Background: an optimization exercise with open tools, aiming at small area and a short achievable clock period. Do not read the settings as production practice. No run shown here included a check of the RTL's function; only the layout flow was run. Power figures rest on the tool's default switching activity, not on a simulated workload.

==> design/flow/design.v <==
module frame_detect (
    input  wire         clk,
    input  wire         rst,           
    input  wire         in_valid,
    input  wire [15:0]  in_mag,
    output reg          msg_valid,
    output reg          msg_long,
    output wire [111:0] msg_data
);
    reg         rst_q;           
    reg         ev;              
    reg         ev_w;            
    reg  [15:0] x;               
    always @(posedge clk) begin
        rst_q <= rst;
        ev    <= in_valid & ~rst;
        ev_w  <= in_valid;
        x     <= in_mag;
    end
    reg [15:0] w1, w2, w3, w4, w5, w6, w7, w8, w9, w10;
    always @(posedge clk) begin
        if (ev_w) begin
            w1 <= x;  w2 <= w1; w3 <= w2; w4 <= w3; w5 <= w4;
            w6 <= w5; w7 <= w6; w8 <= w7; w9 <= w8; w10 <= w9;
        end
    end
    function gt;
        input [17:0] a, b;
        reg   [31:0] g, e;   
        integer i, st;
        begin
            g = 32'd0;
            e = 32'hffffffff;
            g[17:0] = a & ~b;
            e[17:0] = a | ~b;
            for (st = 1; st < 32; st = st * 2)
                for (i = 0; i < 32; i = i + 2 * st) begin
                    g[i] = g[i + st] | (e[i + st] & g[i]);
                    e[i] = e[i + st] & e[i];
                end
            gt = g[0];
        end
    endfunction
    wire g1 = gt({2'b00, w1}, {2'b00, x});   
    wire g2 = gt({2'b00, w2}, {2'b00, x});
    wire g3 = gt({2'b00, w3}, {2'b00, x});
    wire g4 = gt({2'b00, w4}, {2'b00, x});
    wire g5 = gt({2'b00, w5}, {2'b00, x});
    wire g6 = gt({2'b00, w6}, {2'b00, x});
    wire l1 = gt({2'b00, x}, {2'b00, w1});   
    reg q1, q2, q3;
    always @(posedge clk) begin
        if (ev) begin
            q1 <= g1;
            q2 <= q1 & g2;
            q3 <= q2 & g3;
        end
    end
    reg  [16:0] pair_q;
    reg  [17:0] part_q;
    reg  [15:0] mean_q;
    wire [17:0] peak_sum = part_q + x;
    wire [17:0] mean3    = 3 * mean_q;
    always @(posedge clk)
        if (ev_w) begin
            pair_q  <= w7 + w5;
            part_q  <= pair_q + w1;
            mean_q  <= peak_sum[17:2];
        end
    wire quiet = (mean_q != 16'd0) &&
                 gt(mean3, {2'b00, w10}) && gt(mean3, {2'b00, w8}) &&
                 gt(mean3, {2'b00, w3})  && gt(mean3, {2'b00, w1});
    reg        seen;             
    reg [14:1] pv;
    wire       verdict = pv[14] & g6;           
    always @(posedge clk) begin
        if (rst_q) begin
            seen <= 1'b0;
            pv   <= 14'd0;
        end else if (ev) begin
            seen   <= 1'b1;
            pv[1]  <= seen & g1;                 
            pv[2]  <= pv[1] & l1;                
            pv[3]  <= pv[2];
            pv[4]  <= pv[3];
            pv[5]  <= pv[4];
            pv[6]  <= pv[5] & q3 & g4;           
            pv[7]  <= pv[6] & l1;                
            pv[8]  <= pv[7] & g1;                
            pv[9]  <= pv[8] & l1;                
            pv[10] <= pv[9] & quiet & g1;        
            pv[11] <= pv[10] & g2;               
            pv[12] <= pv[11] & g3;               
            pv[13] <= pv[12] & g4;               
            pv[14] <= pv[13] & g5;               
        end
    end
    reg        act;              
    reg        cur_long;
    reg  [7:0] fc;
    reg        pend;
    reg  [6:0] pc;
    reg [55:0] p, q;
    reg        stg;              
    reg        e_skip_end;       
    reg        e_pres_long;      
    reg        e_pres_short;     
    reg        e_lo;             
    reg        e_hi;             
    reg        e_to_p;           
    reg        e_to_q;           
    reg        e_move;           
    wire       cont   = act & ~e_skip_end;
    wire       act_n  = cont | (~act & verdict);
    wire       long_n = (act & (fc == 8'd1)) ? g1 : cur_long;
    wire       pend_n = (pend & ~e_pres_short) | (e_skip_end & ~cur_long);
    wire       stg_n  = (stg & ~e_move) | (act & (fc == 8'd1) & pend);
    wire       lo_n   = cont & ~fc[0] & (fc <= 8'd110);
    wire       hi_n   = cont & ~fc[0] & (fc >= 8'd112) & (fc <= 8'd222) & long_n;
    always @(posedge clk) begin
        if (rst_q) begin
            act          <= 1'b0;
            pend         <= 1'b0;
            stg          <= 1'b0;
            e_skip_end   <= 1'b0;
            e_pres_long  <= 1'b0;
            e_pres_short <= 1'b0;
            e_lo         <= 1'b0;
            e_hi         <= 1'b0;
            e_to_p       <= 1'b0;
            e_to_q       <= 1'b0;
            e_move       <= 1'b0;
        end else if (ev) begin
            act      <= act_n;
            cur_long <= long_n;
            pend     <= pend_n;
            stg      <= stg_n;
            fc       <= act ? fc + 8'd1 : 8'd0;
            pc       <= pend ? pc + 7'd1 : 7'd0;
            e_skip_end   <= cont & (fc == (long_n ? 8'd237 : 8'd125));
            e_pres_long  <= cont & long_n & (fc == 8'd222);
            e_pres_short <= pend_n & pend & (pc == 7'd95);
            e_lo         <= lo_n;
            e_hi         <= hi_n;
            e_to_p       <= lo_n & ~(pend_n | stg_n);
            e_to_q       <= (lo_n & (pend_n | stg_n)) | hi_n;
            e_move       <= stg_n & ~pend_n & ~lo_n & ~hi_n;
        end
    end
    always @(posedge clk) begin
        if (ev) begin
            if (e_to_p)
                p <= {p[54:0], g1};
            else if (e_move)
                p <= q;
            if (e_to_q)
                q <= {q[54:0], g1};
        end
    end
    reg [55:0] lo;
    always @(posedge clk) begin
        msg_valid <= ev & ~rst & (e_pres_long | e_pres_short);
        if (ev & (e_pres_long | e_pres_short))
            msg_long <= e_pres_long;
        lo <= {q[54:0], g1} & {56{ev & e_pres_long}};
    end
    assign msg_data = {p, lo};
endmodule
==> design/flow/flow/run.sh <==
#!/bin/bash
set -euo pipefail
export BUFFER_PORTS_ARGS="-buffer_cell sky130_fd_sc_hd__buf_2"
export SETUP_SLACK_MARGIN=6.85
bash standard.sh > flow.log 2>&1
==> design/flow/standard.sh <==
#!/bin/bash
# synth_recipe.tcl (not shown) runs the flow's synth.tcl, then flattens the netlist and writes it again
# the make line also repeats each setting of config.mk as NAME=value (left out here)
make -C /OpenROAD-flow-scripts/flow DESIGN_CONFIG=/design/flow/config.mk WORK_HOME=/design/flow/orfs CLKGATE_MAP_FILE= SYNTH_SCRIPT=/design/flow/synth_recipe.tcl "${@:-finish}"
==> design/flow/config.mk <==
export PLATFORM = sky130hd
export DESIGN_NAME = frame_detect
export DESIGN_NICKNAME = frame_detect
export VERILOG_FILES = /design/flow/design.v
export SDC_FILE = /design/flow/constraint.sdc
export NUM_CORES = 4
export LEC_CHECK = 0
export ABC_AREA = 1
export CAP_MARGIN = 20
export CORE_MARGIN = 2
export CORE_UTILIZATION = 40
export CTS_BUF_LIST = sky130_fd_sc_hd__clkbuf_16
export CTS_CLUSTER_DIAMETER = 80
export CTS_CLUSTER_SIZE = 30
export SLEW_MARGIN = 20
==> design/flow/constraint.sdc <==
create_clock -name core_clock -period 10.0 [get_ports {clk}]
set_input_delay 2.0000 -clock core_clock [delete_from_list [all_inputs] [get_ports {clk}]]
set_output_delay 2.0000 -clock core_clock [all_outputs]
set_load 0.01 [all_outputs]
==> summary.txt, run 1 <==
Run status
  • Status: finished clean

Floorplan
  • Die area: 51600 um2
  • Number of cell rows: 81
  • Initial Util: 0.406
  • Die X: 227 um
  • Core footprint: 49100 um2
  • Top-Level Pins: 133
  • Die H: 227 um

Global routing
  • Vias in the first global route: 13696
  • First-pass GRT wire length: 71200 um
  • Initial antenna violation count: 0
  • Largest net degree at the start of global routing: 112
  • Total track usage: 0.174
  • Grt ovf: 0

Clock network
  • Sink Count: 443
  • Clock Tree Buf Depth: 3
  • Root Buffer: clkbuf_16
  • CTS Buf Count: 27
  • Worst-skew pair later-pin latency: 610 ps
  • CTS tree: yes
  • Clock transition at the registers of the reported paths: 110 ps
  • Htree depth: 1

Critical path
  • CP max-delay cell: edfxtp_1
  • Worst path max stage delay: 440 ps
  • CP Launch Type: register
  • Crit path kind: register to output port
  • Crit path required time: 8000 ps
  • Top cell family by delay on the critical path: flip-flops
  • Buf/Inv on CP: 1
  • Launching point of the worst reg2reg path: ev_w$_DFF_P_
  • Max Fanout on Critical Path: 2
  • CP endpoint kind: output port
  • CP arrival: 1210 ps
  • Crit-path cells: buf_2
  • CP startpoint: p[53]$_DFFE_PP_

Place
  • Placement Setup Slack: 6860 ps
  • Placer Congestion: 0.893
  • PortBufs: 132
  • Detailed placement HPWL: 32900 um

Detailed routing
  • Post-DR vias/cell: 5.09
  • Via Count: 14409
  • First-pass detailed-route iteration total: 5
  • DRT iter0 DRCs: 1105
  • Post-DRT Antenna Nets: 0
  • Post-route DRC: 0
  • Avg WL per Cell: 16.2 um
  • Routed WL: 45800 um

Synthesis
  • Ys flop type: edfxtp_1
  • Count of cell types in the netlist: 52
  • Post-synth EDFFs: 343
  • Count leader, synth: nand2_1
  • Synth area leader: edfxtp_1
  • Cells after Synth: 1960
  • FFs w/ async S/R, synth: 0
  • Seq/Total Area, Yosys: 0.617
  • Most instantiated cells after synthesis: nand2_1 (424), edfxtp_1 (343), inv_1 (250)
  • Netlist Area Pre-Place: 19900 um2
  • Mapped Avg Cell Area: 10.2 um2
  • Largest cells by area after synthesis: edfxtp_1 (52%), dfxtp_1 (10%), nand2_1 (8.0%)
  • Syn Nets: 2057
  • Yosys warns: 1
  • Share of the synthesized area in the top cell type: 0.517
  • Yosys reg bits: 443

Pwr
  • Pwr Density: 217 nW/um2
  • Leakage: 9.69 nW
  • Peak supply drop: 0.000131 V

STA
  • Worst rel slew slack: 0.329
  • Crit path time final: 3210 ps
  • RSZ-0062 raised after global routing: yes
  • Fmax: 311 MHz
  • # setup viols final: 0
  • Setup tns final: 0 ps
  • Worst Max-Slew Pin Slew: 1010 ps
  • Skew final: 36.9 ps
  • Endpoints failing hold: 0
  • Worst setup margin: 6790 ps
  • Final Cycle Share: 0.321
  • Final-report max-slew violation count: 0

Hold path
  • Hold Path Origin: w9[9]$_DFFE_PP_
  • Hold WC Path Type: register to register

Flow run
  • Max Cap Violations: 0

Finish
  • Fraction of layout instances using a drive strength above 1: 0.130
  • Nets: 2245
  • Synth-to-layout area growth: 14.6%
  • Antenna Cells: 0
-- final cells by class --
cell class	instances	area, um2
Timing Repair Buffer	185	1100
Fill cell	4550	26200
Multi-Input combinational cell	1236	6600
Tap cell	664	831
Inverter	255	957
Clock inverter	22	352
Sequential cell	443	12300
Clock buffer	28	701
-- registers in the layout (all words and copies together), names as in the netlist, 8 cells and up --
register  count
part_q       18
pv           14
q            56
fc            8
p            56
w10          16
w3           16
lo           56
w8           16
w7           16
pair_q       17
w5           16
w9           16
w4           16
w2           16
x            16
w1           16
w6           16
mean_q       16
-- path summary, 6_finish.rpt --
kind                                          to  slack, ps  depth (start not counted)
worst max-delay path               msg_data[109]       6790                          1
worst min-delay path            w10[9]$_DFFE_PP_        420                          0
worst max register to register   w4[3]$_DFFE_PP_       7130                          2
worst min register to register  w10[9]$_DFFE_PP_        420                          0
-- cell usage in the layout, fill, tap and decap left out, types with 9 or more instances in the layout --
| cell type | instances |
|---|---|
| edfxtp_1 | 343 |
| xor2_1 | 34 |
| ha_1 | 75 |
| inv_1 | 251 |
| o211ai_1 | 9 |
| nand4_1 | 20 |
| o21ai_0 | 134 |
| nand3b_1 | 10 |
| o22ai_1 | 22 |
| buf_4 | 52 |
| o21ai_1 | 11 |
| nor2_1 | 166 |
| a21oi_1 | 83 |
| or2_2 | 15 |
| nand3_1 | 112 |
| clkbuf_16 | 28 |
| dfxtp_1 | 98 |
| buf_2 | 126 |
| nand2_1 | 422 |
| xnor2_1 | 13 |
| nand2_2 | 16 |
| nor3_1 | 17 |
-- cells by family after synthesis --
logic type / count (synthesis) / synth area share
buffers and inverters: 281 / 0.0530
flip-flops: 443 / 0.617
AO/OA/AOI/OAI: 316 / 0.0908
AND/OR/NAND/NOR: 795 / 0.168
XOR/XNOR: 47 / 0.0206
adder cells (fa/ha/maj): 78 / 0.0501
-- through the flow --
stage / power (mW) / instance area (um2) / cells / utilization / hold WS, ps
floorplan: 3.29 / 19900 / 1960 / - / 400
global placement: 3.62 / 21400 / 2736 / 0.436 / 401
detailed placement: 3.66 / 21400 / 2736 / 0.436 / 405
CTS: 4.99 / 22700 / 2818 / 0.463 / 414
global route: 5.26 / 22800 / 2833 / 0.466 / 426
finish: 4.95 / 22800 / 2833 / 0.466 / 416
-- metal layers --
metal / GRT usage / up-vias / part of all wire
li1: - / 7067 / -
met1: 0.245 / 6861 / 0.47
met2: 0.281 / 415 / 0.44
met3: 0.0226 / 66 / 0.060
met4: 0.0540 / 0 / 0.025
met5: 0 / - / 0
-- worst reg2reg max path, delay by kind of cell, from the launching register on --
kind | cells | cell delay [ps]
DFF | 1 | 850
buffers and inverters | 2 | 1600
-- what timing repair did --
action / 4_1_cts / 5_1_grt
setup endpoints to repair: 97 / 58
resized for setup: 3 / 7
hold buffers: 0 / 0
setup buffers: 32 / 15
pin swaps: 0 / 0
-- power by group --
| part | leakage [nW] | internal [mW] | switching (mW) | total [mW] |
|---|---|---|---|---|
| Sequential | 4.04 | 2.10 | 0.0880 | 2.19 |
| Combinational | 5.14 | 0.483 | 0.963 | 1.45 |
| Clock | 0.505 | 0.579 | 0.735 | 1.31 |
| Total | 9.69 | 3.17 | 1.79 | 4.95 |
==> inputs of run 2 (changes only) <==
==> design/flow/flow/run.sh (replaced) <==
#!/bin/bash
set -euo pipefail
export BUFFER_PORTS_ARGS="-buffer_cell sky130_fd_sc_hd__buf_2"
export SETUP_SLACK_MARGIN=6.6
bash standard.sh > flow.log 2>&1
==> run 2 against run 1 <==
Via count down 1.5%. Hold slack better by 9.1 ps. First-iteration DRC count up 7.8%. Global-route usage up 0.26 points. Final cell count down 1.5%. Worst setup slack worse by 10 ps. Critical path type unchanged. Flip-flop and latch count unchanged. Routed wire length about the same. Register-to-register slack better by 80 ps. Clock power up 4%. Cell area down 1.4%. Critical endpoint is now msg_data[105].
==> summary.txt, run 2 <==
Critical path
  • Launching point of the worst reg2reg path: mean_q[0]$_DFFE_PP_
  • CP arrival: 1220 ps (about the same)
  • CP endpoint kind: output port
  • Crit path kind: register to output port
  • R2r endpoint: pv[10]$_SDFFE_PP0P_
  • CP max-delay cell: edfxtp_1
  • Worst path depth: 1 (unchanged)
  • Reg2reg setup slack: 7210 ps (+80 ps)
  • CP startpoint: p[49]$_DFFE_PP_
  • Max Fanout on Critical Path: 2 (unchanged)
  • Top cell family by delay on the critical path: flip-flops
  • Worst path max stage delay: 450 ps (about the same)
  • CP Launch Type: register
  • Reg2Reg Depth: 18 (+16)
  • Crit-path cells: buf_2
  • Buf/Inv on CP: 1 (unchanged)
  • Crit path required time: 8000 ps (about the same)

Synthesis
  • FFs w/ async S/R, synth: 0 (unchanged)
  • Syn Nets: 2057 (unchanged)
  • Mapped Avg Cell Area: 10.2 um2 (unchanged)
  • Post-synth EDFFs: 343 (unchanged)
  • Largest cells by area after synthesis: edfxtp_1 (52%), dfxtp_1 (10%), nand2_1 (8.0%)
  • Synth area leader: edfxtp_1
  • Netlist Area Pre-Place: 19900 um2 (unchanged)
  • Ys flop type: edfxtp_1
  • Seq/Total Area, Yosys: 0.617 (unchanged)
  • Yosys warns: 1 (unchanged)
  • Count leader, synth: nand2_1
  • Most instantiated cells after synthesis: nand2_1 (424), edfxtp_1 (343), inv_1 (250)
  • Share of the synthesized area in the top cell type: 0.517 (unchanged)
  • Count of cell types in the netlist: 52 (unchanged)
  • Cells after Synth: 1960 (unchanged)
  • Yosys reg bits: 443 (unchanged)

Finish
  • Nets: 2201 (-2.0%)
  • Fraction of layout instances using a drive strength above 1: 0.113 (-0.0176)
  • Top Registers: lo: 56 flops, p: 56 flops, q: 56 flops
  • Most common cell after layout, fill and taps aside: nand2_1
  • Most frequent cells in the layout: nand2_1 (423), edfxtp_1 (343), inv_1 (250)
  • Final Util: 0.459 (-0.00658)
  • Synth-to-layout area growth: 13.0%
  • Antenna Cells: 0 (unchanged)

Clock network
  • Root Buffer: clkbuf_16
  • Post-cts resize count: 0 (-3)
  • Clock transition at the registers of the reported paths: 110 ps (about the same)
  • Setup bufs post-CTS: 0 (-100%)
  • Worst-skew pair later-pin latency: 600 ps (about the same)
  • Clock Tree Buf Depth: 3 (unchanged)
  • Hold-fix buffers, CTS: 0 (unchanged)
  • CTS Buf Count: 28 (+3.7%)
  • Htree depth: 1 (unchanged)
  • CTS tree: yes
  • Sink Count: 443 (unchanged)

Pwr
  • Peak supply drop: 0.000126 V (-3.6%)
  • Leakage: 9.47 nW (-2.2%)
  • Pwr Density: 221 nW/um2 (+2.1%)

STA
  • RSZ-0062 raised after global routing: no
  • # setup viols final: 0 (unchanged)
  • Final-report max-slew violation count: 0 (unchanged)
  • Worst setup margin: 6780 ps (-10.0 ps)
  • Fmax: 310 MHz (-0.31%)
  • Crit path time final: 3220 ps (+10.0 ps)
  • Worst Max-Slew Pin Slew: 1040 ps (+33.3 ps)
  • Setup tns final: 0 ps (unchanged)
  • Worst rel slew slack: 0.304 (-0.0248)
  • Skew final: 23.7 ps (-13.2 ps)
  • Endpoints failing hold: 0 (unchanged)
  • Final Cycle Share: 0.322 (+0.00100)

Detailed routing
  • First-pass detailed-route iteration total: 5 (unchanged)
  • Post-route DRC: 0 (unchanged)
  • Via Count: 14198 (-1.5%)
  • Post-DRT Antenna Nets: 0 (unchanged)
  • DRT iter0 DRCs: 1191 (+7.8%)
  • Post-DR vias/cell: 5.09 (about the same)
  • Routed WL: 45900 um (about the same)
  • Avg WL per Cell: 16.4 um (+1.6%)

Global routing
  • Initial antenna violation count: 0 (unchanged)
  • Vias in the first global route: 13460 (-1.7%)
  • Total track usage: 0.177 (+0.00256)
  • First-pass GRT wire length: 71800 um (+0.85%)
  • Largest net degree at the start of global routing: 112 (unchanged)
  • Grt ovf: 0 (unchanged)

Run status
  • Status: finished clean

Floorplan
  • Die X: 227 um (unchanged)
  • Die H: 227 um (unchanged)
  • Initial Util: 0.406 (unchanged)
  • Top-Level Pins: 133 (unchanged)
  • Core footprint: 49100 um2 (unchanged)
  • Die area: 51600 um2 (unchanged)
  • Number of cell rows: 81 (unchanged)

Hold path
  • Hold Path Origin: w9[11]$_DFFE_PP_
  • Worst hold endpoint: w10[11]$_DFFE_PP_
  • Worst hold path depth: 0 (unchanged)
  • Hold WC Path Type: register to register

Place
  • Placer Congestion: 0.872 (-2.3%)
  • Detailed placement HPWL: 33700 um (+2.5%)
  • PortBufs: 132 (unchanged)
  • Placement Setup Slack: 7230 ps (+375 ps)

Flow run
  • Max Cap Violations: 0 (unchanged)
run 2: cell counts after synthesis:
Identical to the previous run, type by type.
run 2: layer usage:
layer  track usage  up-vias  part of all wire
met5             0        -                 0
met4        0.0502        0             0.027
met3        0.0234       73             0.056
met2         0.283      405              0.44
met1         0.252     6732              0.47
li1              -     6988                 -
run 2: worst reg2reg max path, stage by stage (launching register included):
cell	delay (ps)
edfxtp_1	430
ha_1	250
inv_1	70
fa_1	380
inv_1	100
nand3_1	90
nand2_1	130
nand3_1	150
nand3_1	130
nand2_1	150
nand3_1	100
nand3_1	100
a21oi_1	200
nand2_1	80
nand2_1	50
nand2_1	50
o21ai_1	150
nand2_1	70
nand2_1	50
run 2: per-stage QoR:
step / std cells / power [mW] / instance area (um2) / hold WS [ps]
floorplan: 1960 / 3.29 / 19900 / 400
global placement: 2737 / 3.62 / 21400 / 401
detailed placement: 2738 / 3.66 / 21400 / 405
CTS: 2790 / 5.02 / 22500 / 425
global route: 2790 / 5.30 / 22500 / 430
finish: 2790 / 4.98 / 22500 / 425
run 2: worst max-delay path by stage:
| stage | end | slack (ps) |
|---|---|---|
| final | msg_data[105] | 6780 |
| after global routing | msg_data[105] | 6730 |
| after CTS | msg_data[105] | 6740 |
| after detailed placement | pv[10]$_SDFFE_PP0P_ | 7230 |
| after global placement | pv[10]$_SDFFE_PP0P_ | 7320 |
| after floorplan | mean_q[0]$_DFFE_PP_ | 6780 |
run 2: cell families after synthesis:
group,Yosys count,share of synthesized area
AO/OA/AOI/OAI,316,0.0908
XOR/XNOR,47,0.0206
adder cells (fa/ha/maj),78,0.0501
AND/OR/NAND/NOR,795,0.168
flip-flops,443,0.617
buffers and inverters,281,0.0530
run 2: layout make-up:
type	instances	area, um2
well taps	664	831
clock inverters	23	370
clock buffers	29	726
repair buffers	140	741
flip-flops and latches	443	12300
inverters	255	957
multi-input cells	1236	6590
fillers	4652	26500
run 2: where the power goes:
group          total (mW)  internal, mW  switching (mW)
clock                1.36         0.604           0.756
combinational        1.43         0.481           0.946
sequential           2.19          2.10          0.0916
==> inputs of run 3 (changes only) <==
--- a/design/flow/design.v
+++ b/design/flow/design.v
@@ -9,16 +9,7 @@
 );
-    reg         rst_q;           
-    reg         ev;              
-    reg         ev_w;            
-    reg  [15:0] x;               
-    always @(posedge clk) begin
-        rst_q <= rst;
-        ev    <= in_valid & ~rst;
-        ev_w  <= in_valid;
-        x     <= in_mag;
-    end
+    wire acc = in_valid & ~rst;      
     reg [15:0] w1, w2, w3, w4, w5, w6, w7, w8, w9, w10;
     always @(posedge clk) begin
-        if (ev_w) begin
-            w1 <= x;  w2 <= w1; w3 <= w2; w4 <= w3; w5 <= w4;
+        if (in_valid) begin
+            w1 <= in_mag; w2 <= w1; w3 <= w2; w4 <= w3; w5 <= w4;
             w6 <= w5; w7 <= w6; w8 <= w7; w9 <= w8; w10 <= w9;
@@ -43,12 +34,12 @@
     endfunction
-    wire g1 = gt({2'b00, w1}, {2'b00, x});   
-    wire g2 = gt({2'b00, w2}, {2'b00, x});
-    wire g3 = gt({2'b00, w3}, {2'b00, x});
-    wire g4 = gt({2'b00, w4}, {2'b00, x});
-    wire g5 = gt({2'b00, w5}, {2'b00, x});
-    wire g6 = gt({2'b00, w6}, {2'b00, x});
-    wire l1 = gt({2'b00, x}, {2'b00, w1});   
-    reg q1, q2, q3;
+    wire g1 = gt({2'b00, w1}, {2'b00, in_mag});   
+    wire g2 = gt({2'b00, w2}, {2'b00, in_mag});
+    wire g3 = gt({2'b00, w3}, {2'b00, in_mag});
+    wire g4 = gt({2'b00, w4}, {2'b00, in_mag});
+    wire g5 = gt({2'b00, w5}, {2'b00, in_mag});
+    wire g6 = gt({2'b00, w6}, {2'b00, in_mag});
+    wire l1 = gt({2'b00, in_mag}, {2'b00, w1});   
+    reg q1, q2, q3, q4, q5;
     always @(posedge clk) begin
-        if (ev) begin
+        if (acc) begin
             q1 <= g1;
@@ -56,13 +47,13 @@
             q3 <= q2 & g3;
+            q4 <= q3 & g4;
+            q5 <= q4 & g5;
         end
     end
-    reg  [16:0] pair_q;
     reg  [17:0] part_q;
     reg  [15:0] mean_q;
-    wire [17:0] peak_sum = part_q + x;
+    wire [17:0] peak_sum = part_q + in_mag;
     wire [17:0] mean3    = 3 * mean_q;
     always @(posedge clk)
-        if (ev_w) begin
-            pair_q  <= w7 + w5;
-            part_q  <= pair_q + w1;
+        if (in_valid) begin
+            part_q  <= w8 + w6 + w1;
             mean_q  <= peak_sum[17:2];
@@ -74,8 +65,8 @@
     reg [14:1] pv;
-    wire       verdict = pv[14] & g6;           
+    wire       verdict = pv[14] & q5 & g6;      
     always @(posedge clk) begin
-        if (rst_q) begin
+        if (rst) begin
             seen <= 1'b0;
             pv   <= 14'd0;
-        end else if (ev) begin
+        end else if (acc) begin
             seen   <= 1'b1;
@@ -90,7 +81,7 @@
             pv[9]  <= pv[8] & l1;                
-            pv[10] <= pv[9] & quiet & g1;        
-            pv[11] <= pv[10] & g2;               
-            pv[12] <= pv[11] & g3;               
-            pv[13] <= pv[12] & g4;               
-            pv[14] <= pv[13] & g5;               
+            pv[10] <= pv[9] & quiet;             
+            pv[11] <= pv[10];
+            pv[12] <= pv[11];
+            pv[13] <= pv[12];
+            pv[14] <= pv[13];
         end
@@ -107,2 +98,3 @@
     reg        e_pres_short;     
+    reg        e_pend_end;       
     reg        e_lo;             
@@ -115,3 +107,3 @@
     wire       long_n = (act & (fc == 8'd1)) ? g1 : cur_long;
-    wire       pend_n = (pend & ~e_pres_short) | (e_skip_end & ~cur_long);
+    wire       pend_n = (pend & ~e_pend_end) | (e_skip_end & ~cur_long);
     wire       stg_n  = (stg & ~e_move) | (act & (fc == 8'd1) & pend);
@@ -120,3 +112,3 @@
     always @(posedge clk) begin
-        if (rst_q) begin
+        if (rst) begin
             act          <= 1'b0;
@@ -127,2 +119,3 @@
             e_pres_short <= 1'b0;
+            e_pend_end   <= 1'b0;
             e_lo         <= 1'b0;
@@ -132,3 +125,3 @@
             e_move       <= 1'b0;
-        end else if (ev) begin
+        end else if (acc) begin
             act      <= act_n;
@@ -142,2 +135,3 @@
             e_pres_short <= pend_n & pend & (pc == 7'd95);
+            e_pend_end   <= pend_n & pend & (pc == 7'd96);
             e_lo         <= lo_n;
@@ -150,3 +144,3 @@
     always @(posedge clk) begin
-        if (ev) begin
+        if (acc) begin
             if (e_to_p)
@@ -159,10 +153,16 @@
     end
-    reg [55:0] lo;
+    reg       r_pres, r_long;
+    reg [3:0] lng;
     always @(posedge clk) begin
-        msg_valid <= ev & ~rst & (e_pres_long | e_pres_short);
-        if (ev & (e_pres_long | e_pres_short))
-            msg_long <= e_pres_long;
-        lo <= {q[54:0], g1} & {56{ev & e_pres_long}};
+        r_pres    <= acc & (e_pres_long | e_pres_short);
+        r_long    <= e_pres_long;
+        msg_valid <= r_pres & ~rst;
+        if (r_pres)
+            msg_long <= r_long;
+        lng[0] <= r_long;
+        lng[1] <= r_long & r_pres;
+        lng[2] <= r_long & ~rst;
+        lng[3] <= r_long & r_pres & ~rst;
     end
-    assign msg_data = {p, lo};
+    assign msg_data = {p, q & {{14{lng[3]}}, {14{lng[2]}}, {14{lng[1]}}, {14{lng[0]}}}};
 endmodule
==> run 3 against run 2 <==
Still clean. Sequential share of layout area shrank 4.3 points. Non-clock buffer count grew 33. Utilization grew 1.0 points. Maximum frequency shrank 4.0%. Clock-buffer cell count shrank 8. Sequential power shrank 16%. Hold slack lost 38 ps. Final cell count shrank 4.4%. Combinational power grew 22%. Flip-flop and latch count shrank 83. Clock skew is essentially flat.
==> summary.txt, run 3 <==
STA
  • Final Cycle Share: 0.336 (+0.0133)
  • RSZ-0062 raised after global routing: yes
  • Crit path time final: 3360 ps (+133 ps)
  • Endpoints failing hold: 0 (unchanged)
  • Worst Max-Slew Pin Slew: 904 ps (-137 ps)
  • Worst rel slew slack: 0.397 (+0.0929)
  • Setup tns final: 0 ps (unchanged)
  • Skew final: 23.6 ps (-0.158 ps)
  • Final-report max-slew violation count: 0 (unchanged)
  • # setup viols final: 0 (unchanged)
  • Worst setup margin: 6640 ps (-133 ps)
  • Fmax: 298 MHz (-4.0%)

Clock network
  • CTS tree: yes
  • Htree depth: 1 (unchanged)
  • Worst-skew pair later-pin latency: 550 ps (-50 ps)
  • Sink Count: 360 (-19%)
  • Clock Tree Buf Depth: 3 (unchanged)
  • Hold-fix buffers, CTS: 0 (unchanged)
  • Clock transition at the registers of the reported paths: 110 ps (about the same)
  • Root Buffer: clkbuf_16
  • CTS Buf Count: 21 (-25%)

Global routing
  • Grt ovf: 0 (unchanged)
  • First-pass GRT wire length: 70200 um (-2.3%)
  • Vias in the first global route: 12936 (-3.9%)
  • Initial antenna violation count: 1 (+1)
  • Largest net degree at the start of global routing: 76 (-32%)
  • Total track usage: 0.187 (+0.0101)

Pwr
  • Pwr Density: 221 nW/um2 (+0.13%)
  • Peak supply drop: 0.000150 V (+19%)
  • Leakage: 9.24 nW (-2.5%)

Synthesis
  • FFs w/ async S/R, synth: 0 (unchanged)
  • Yosys reg bits: 360 (-19%)
  • Count of cell types in the netlist: 46 (-12%)
  • Post-synth EDFFs: 328 (-4.4%)
  • Yosys warns: 1 (unchanged)
  • Mapped Avg Cell Area: 9.54 um2 (-6.2%)
  • Share of the synthesized area in the top cell type: 0.544 (+0.0276)
  • Syn Nets: 1993 (-3.1%)
  • Cells after Synth: 1897 (-3.2%)
  • Largest cells by area after synthesis: edfxtp_1 (54%), nand2_1 (12%), inv_1 (5.3%)
  • Most instantiated cells after synthesis: nand2_1 (573), edfxtp_1 (328), inv_1 (256)
  • Count leader, synth: nand2_1
  • Synth area leader: edfxtp_1
  • Ys flop type: edfxtp_1
  • Netlist Area Pre-Place: 18100 um2 (-9.2%)
  • Seq/Total Area, Yosys: 0.580 (-0.0374)

Critical path
  • CP Launch Type: input port
  • CP endpoint kind: register
  • Max Fanout on Critical Path: 6 (+4)
  • Worst path max stage delay: 220 ps (-230 ps)
  • Crit path required time: 10310 ps (+2310 ps)
  • Crit-path cells: buf_6 > clkinvlp_4 > buf_4 > o22ai_1 > o21bai_1 > a21oi_1 > nor2_1 > o21ai_2 > nand3_1 > o2111ai_2 > and2_1
  • Crit path kind: input port to register
  • Reg2Reg Depth: 14 (-4)
  • Launching point of the worst reg2reg path: w1[1]$_DFFE_PP_
  • Reg2reg setup slack: 6730 ps (-480 ps)
  • R2r endpoint: part_q[17]$_DFFE_PP_
  • CP arrival: 3670 ps (+2450 ps)
  • CP max-delay cell: and2_1

Finish
  • Most common cell after layout, fill and taps aside: nand2_1
  • Top Registers: p: 56 flops, q: 56 flops, part_q: 18 flops
  • Antenna Cells: 0 (unchanged)
  • FF+latch area: 10500 um2 (-15%)
  • Nets: 2158 (-2.0%)
  • Area of the multi-input gates: 6770 um2 (+2.6%)
  • Fraction of layout instances using a drive strength above 1: 0.148 (+0.0355)
  • # fillers: 4125 (-11%)
  • Most frequent cells in the layout: nand2_1 (565), edfxtp_1 (328), inv_1 (248)
  • Synth-to-layout area growth: 15.3%

Detailed routing
  • First-pass detailed-route iteration total: 8 (+3)
  • Via Count: 13820 (-2.7%)
  • Post-DRT Antenna Nets: 0 (unchanged)
  • Avg WL per Cell: 16.7 um (+1.8%)
  • Routed WL: 44700 um (-2.6%)
  • DRT iter0 DRCs: 1253 (+5.2%)
  • Post-route DRC: 0 (unchanged)
  • Post-DR vias/cell: 5.18 (+1.8%)

Place
  • Placement Setup Slack: 4750 ps (-2480 ps)
  • Detailed placement HPWL: 32300 um (-4.3%)
  • Placer Congestion: 0.946 (+8.5%)
  • PortBufs: 132 (unchanged)

Hold path
  • Worst hold path depth: 0 (unchanged)
  • Hold Path Origin: e_pres_long$_SDFFE_PP0P_
  • Hold WC Path Type: register to register
  • Worst hold endpoint: r_long$_DFF_P_

Floorplan
  • Initial Util: 0.407 (+0.00103)
  • Top-Level Pins: 133 (unchanged)
  • Die area: 47000 um2 (-9.1%)
  • Die H: 217 um (-4.6%)
  • Core footprint: 44400 um2 (-9.5%)
  • Number of cell rows: 77 (-4.9%)
  • Die X: 217 um (-4.6%)

Run status
  • Status: finished clean

Flow run
  • Max Cap Violations: 0 (unchanged)
-- run 3: cell types whose count changed after synthesis, moves of 10 or more --
| cell | change |
|---|---|
| nand3_1 | +11 |
| nand2_1 | +149 |
| clkbuf_1 | +10 |
| fa_1 | +15 |
| nor2_1 | -51 |
| ha_1 | -16 |
| a21oi_1 | -10 |
| edfxtp_1 | -15 |
| o21ai_0 | -57 |
| dfxtp_1 | -68 |
-- run 3: kinds of logic after synthesis --
logic type,share of synthesized area
AO/OA/AOI/OAI,0.0797
XOR/XNOR,0.0150
adder cells (fa/ha/maj),0.0607
buffers and inverters,0.0614
flip-flops,0.580
AND/OR/NAND/NOR,0.204
-- run 3: stage by stage --
step	hold slack, ps	cells	util	area [um2]	power [mW]
final	386	2668	0.470	20900	4.62
after global routing	401	2668	0.470	20900	4.95
after CTS	388	2648	0.463	20600	4.61
after detailed placement	383	2592	0.439	19500	3.53
after global placement	382	2592	0.439	19500	3.51
after floorplan	347	1897	-	18200	3.08
-- run 3: where the power goes --
group	total, mW	internal, mW	switching [mW]
clock	1.03	0.460	0.568
combinational	1.74	0.587	1.15
sequential	1.85	1.76	0.0892
-- run 3: worst max path at each step --
stage	slack (ps)	end	from	cells past startpoint
finish	6640	q4$_DFFE_PP_	in_mag[2]	11
floorplan	6260	mean_q[15]$_DFFE_PP_	in_mag[1]	13
CTS	6600	part_q[17]$_DFFE_PP_	w1[1]$_DFFE_PP_	14
global placement	4820	p[44]$_DFFE_PP_	in_valid	6
global route	6550	act$_SDFFE_PP0P_	in_mag[7]	12
detailed placement	4750	p[44]$_DFFE_PP_	in_valid	6
-- run 3: area by class of cell --
type | instances | share of cell area
sequential | 360 | 0.504
multi-input combinational | 1242 | 0.324
timing repair buffer | 173 | 0.0503
inverter | 262 | 0.0484
tap | 592 | 0.0355
clock buffer | 21 | 0.0252
clock inverter | 16 | 0.0119
timing repair inverter | 2 | 0.000480
-- run 3: metal layers --
layer	vias up	global-route usage	wire, um
met1	6599	0.270	20700
met2	462	0.298	20000
met5	-	0	13
met3	57	0.0234	2960
li1	6700	-	-
met4	2	0.0486	973
-- run 3: worst max-delay path: cells and delay by family --
kind / cells / cell delay, ps
buf+inv: 3 / 410
simple gates: 3 / 470
compound gates: 5 / 780
-- run 3: what timing repair did --
action | 4_1_cts | 5_1_grt
cloned | 3 | 0
buffers inserted | 16 | 20
setup endpoints to repair | 293 | 38
pin swaps | 14 | 26
resized for setup | 47 | 36

port drivers added, routing unchanged:
No port has a modelled driver above. Below, the same layouts with a new extraction and two added sets of constraints.
Step 1: set_driving_cell puts a clkbuf_16 on clk and a buf_2 on each other input, an assumption about the parent block.
Step 2, shift: input delay + t, output delay - t, t = (earliest + latest rising clock arrival at the registers) / 2. This alone moves slack from input paths to output paths.
Slacks: ideal ports / drivers / drivers and shift; pairs: ideal ports / drivers.
| run | t (ns) | setup slack, ns | worst hold slack (ns) | worst setup path after step 2 | latest minus earliest clock arrival (ns) |
|---|---|---|---|---|---|
| run 1 | 0.647 | 6.785 / 6.728 / 7.127 | 0.416 / 0.416 / 0.416 | register to register | 0.038 / 0.037 |
| run 2 | 0.643 | 6.775 / 6.719 / 7.208 | 0.425 / 0.425 / 0.425 | register to register | 0.025 / 0.026 |
| run 3 | 0.595 | 6.642 / 6.620 / 6.057 | 0.386 / 0.386 / 0.386 | input to register | 0.024 / 0.024 |
After both steps every run listed still meets setup and hold. The setup slack of run 3, which loses most, moves by -0.022 ns with the drivers and by -0.585 ns with both steps.
